Context: an optimization exercise on an open-source flow, tuned for small area. The choices shown serve that exercise and are no tape-out recipe. In this exercise RTL edits were held to simulation tests only and were not proved equivalent to the original. Power is estimated from default activity; no workload was simulated.

Setup of job 1983:
Design sparmatic_core, start of the top module:
module sparmatic_core (
    input  wire         clk,
    input  wire         rst,           
    input  wire         tick_en,
    input  wire         cmd_valid,
    input  wire [31:0]  cmd,
    input  wire [6:0]   irq_in,
    input  wire         rf_missed,
    input  wire         sync_pending,
    input  wire         need_analog,
    input  wire         need_fastclk,
    input  wire [7:0]   nv_marker,
    input  wire [7:0]   nv_year,
    input  wire [7:0]   nv_month,
    input  wire [7:0]   nv_day,
    input  wire [7:0]   nv_hour,
    input  wire [7:0]   nv_min,
    input  wire [7:0]   nv_sec,
    input  wire [7:0]   nv_addr,
    input  wire [671:0] nv_tab,        
    output reg          resp_valid,
    output reg  [2:0]   resp_status,
    output reg  [31:0]  resp_data,
    output reg          ovf,
    output reg          sec_tick,
    output reg          wake,
    output reg          sleep_ok,
    output reg  [1:0]   sleep_mode,
    output reg          fatal
);
Size: roughly 780 flip-flops, ~830 I/O pins.
export LEC_CHECK = 0
export CAP_MARGIN = 20
export CORE_MARGIN = 2
export CORE_UTILIZATION = 45
export CTS_BUF_LIST = sky130_fd_sc_hd__clkbuf_4
export GPL_TIMING_DRIVEN = 0
export PLACE_DENSITY = 0.65
export SLEW_MARGIN = 20
create_clock -name core_clock -period 30.0 [get_ports {clk}]
standard.sh (not shown) runs the stock make flow with config.mk's settings and CLKGATE_MAP_FILE= SYNTH_SCRIPT=/design/flow/synth_recipe.tcl, a recipe that flattens the netlist after the stock synthesis.
==> flow/flow/run.sh <==
#!/bin/bash
# Layout flow: the standard flow (standard.sh) with these changes:
#  - synthesis runs flow/synth_area.tcl, which is synth_recipe.tcl with an
#    area-oriented logic mapping (same registers as the standard synthesis);
#  - the port buffers that placement inserts are sky130_fd_sc_hd__buf_1;
#  - clock tree synthesis uses sky130_fd_sc_hd__clkbuf_4 in clusters of at
#    most 8 sinks within 35 um, and adds no dummy loads.
# The make output goes to flow_make.log; ORFS keeps each step's log under
# orfs/logs.
set -euo pipefail
HERE=$(pwd)
export AREA_ABC_SCRIPT=$HERE/flow/abc_area.script
export FLOW_SYNTH_TCL=$HERE/synth_recipe.tcl
export BUFFER_PORTS_ARGS="-buffer_cell sky130_fd_sc_hd__buf_1"
export CTS_ARGS="-sink_clustering_enable -repair_clock_nets -buf_list sky130_fd_sc_hd__clkbuf_4 -dont_use_dummy_load -sink_clustering_size 8 -sink_clustering_max_diameter 35"
sed "s#SYNTH_SCRIPT=[^ ]*#SYNTH_SCRIPT=$HERE/flow/synth_area.tcl#" standard.sh > my_standard.sh
grep -q "SYNTH_SCRIPT=$HERE/flow/synth_area.tcl" my_standard.sh
bash my_standard.sh > flow_make.log 2>&1
==> flow/flow/abc_area.script <==
strash
&get -n
&st
&dc2
&dch
&nf -R 1000 -p -C 32 -F 8 -E 50
&st
&dch
&nf -R 1000 -p -C 32 -F 8 -E 50
&put
==> flow/flow/synth_area.tcl <==
# The standard flow's synthesis (synth_recipe.tcl, unchanged) with two changes to how the
# logic is mapped; registers are mapped before either takes effect, so they
# are the same as in the standard synthesis:
#  - ABC maps the logic with an area-oriented script (flow/abc_area.script);
#  - adders are left to ABC instead of being extracted into fa/ha cells.
set ::env(ADDER_MAP_FILE) ""
proc abc {args} {
  set i [lsearch $args -script]
  if { $i >= 0 } {
    set args [lreplace $args [expr { $i + 1 }] [expr { $i + 1 }] $::env(AREA_ABC_SCRIPT)]
  }
  yosys abc {*}$args
}
source $::env(FLOW_SYNTH_TCL)
Job 1983 ran to completion and came out clean on the timing, design-rule and antenna checks.
#### Input delta (job 2675 over job 1983)
- CAP_MARGIN changed from 20 to 10
- CORE_UTILIZATION changed from 45 to 40
- SLEW_MARGIN changed from 20 to 10
- PLACE_DENSITY changed from 0.65 to 0.6
==> flow/flow/abc_area.script <==
strash
&get -n
&st
&dch
&nf -R 1000 -p -C 32 -F 8 -E 50
&st
&dch
&nf -R 1000 -p -C 32 -F 8 -E 50
&put
==> run summary <==
Core utilization came out lower on job 2675 than on job 1983. | critical path depth | lower: job 2675 |. Job 2675 vs. job 1983: post-synthesis area per instance went up by 0.094 um2. The cell count of the worst reg-to-reg path in job 2675 was lower than what job 1983 gave. Job 2675 falls short of job 1983 in sum of routed wire length over all layers. Going from job 1983 to job 2675, maximum resistive drop on vdd shrinks by 4.5 uV. The run showing the smaller well-tap cell count is job 1983.
Setup changes, job 2675 to job 5083
- changing PLACE_DENSITY from 0.6 to 0.68
- changing CORE_UTILIZATION from 40 to 48
==> flow/flow/abc_area.script <==
strash
&get -n
&st
&dc2
&dch
&nf -R 1000 -p -C 32 -F 8 -E 50
&st
&dch
&nf -R 1000 -p -C 32 -F 8 -E 50
&put
==> run summary <==
The total routing usage reported by global routing number comes out higher for job 5083 vs job 2675.
The worst setup margin in job 5083 sits 0.28 ns below the value recorded for job 2675.
Compared with job 2675, job 5083 shows a lower fraction of final layout cells with drive strength greater than 1.
Job 5083 against job 2675: static leakage power went down 1.2%, initial antenna violation count went down 23%.
Compared with job 2675, job 5083 degrades clock period minus worst slack.
The via count reported for job 5083 is higher than the one for job 2675.
Post-synthesis cell count: job 5083 vs job 2675 up 36
Here is what was changed in the inputs of job 968 compared with job 5083.
- swapping 48 for 45 in CORE_UTILIZATION
- swapping 0.68 for 0.65 in PLACE_DENSITY
==> flow/flow/abc_area.script <==
strash
&get -n
&st
&dch
&nf -R 1000 -p -C 32 -F 8 -E 50
&st
&dch
&nf -R 1000 -p -C 32 -F 8 -E 50
&put
Notes after the runs:
- Compared with job 5083, maximum clock frequency in job 968 decreased slightly.
- Compared with job 5083, job 968 shows clock-buffer cell count that has gone up slightly.
- Run comparison: job 5083 cell with the biggest individual delay on the critical path sky130_fd_sc_hd__nor3_2; job 968 cell with the biggest individual delay on the critical path sky130_fd_sc_hd__buf_1
- Diff job 5083 -> job 968 | post-layout instance area | up slightly
- Job 968 ends up with a post-route worst setup slack that is 0.10 ns lower than in job 5083.
- Pre-CTS worst setup slack: job 968 better than job 5083
- Summary of job 968 over job 5083: first-pass GRT wire length shows an increase of about 3%, shortest period the worst path allows climbed 0.10 ns, synthesized area rose by 0.47%.

[afterwards: timing with drivers on the ports]
In the flow no input, the clock included, has a driving cell. The finished layouts below were timed again as built, in two steps. Step 1, drivers: a clkbuf_16 drives clk and a buf_2 each remaining input, both assumed. Step 2 times the ports against the registers' clock, not the clock port: input delays grow and output delays shrink by t, the midpoint of the rising clock arrivals with the driver on. Three values: ideal, step 1, step 2; two values: the first two.
| run | shift t [ns] | setup slack, ns | worst setup path at the end |
|---|---|---|---|
| job 1983 | 1.210 | 9.392 / 9.358 / 9.358 | input to output |
| job 2675 | 1.196 | 9.109 / 9.075 / 9.075 | input to output |
| job 5083 | 1.187 | 8.825 / 8.795 / 8.795 | input to output |
| job 968 | 1.185 | 8.724 / 8.692 / 8.692 | input to output |
After both steps setup and hold are still met in every run listed.
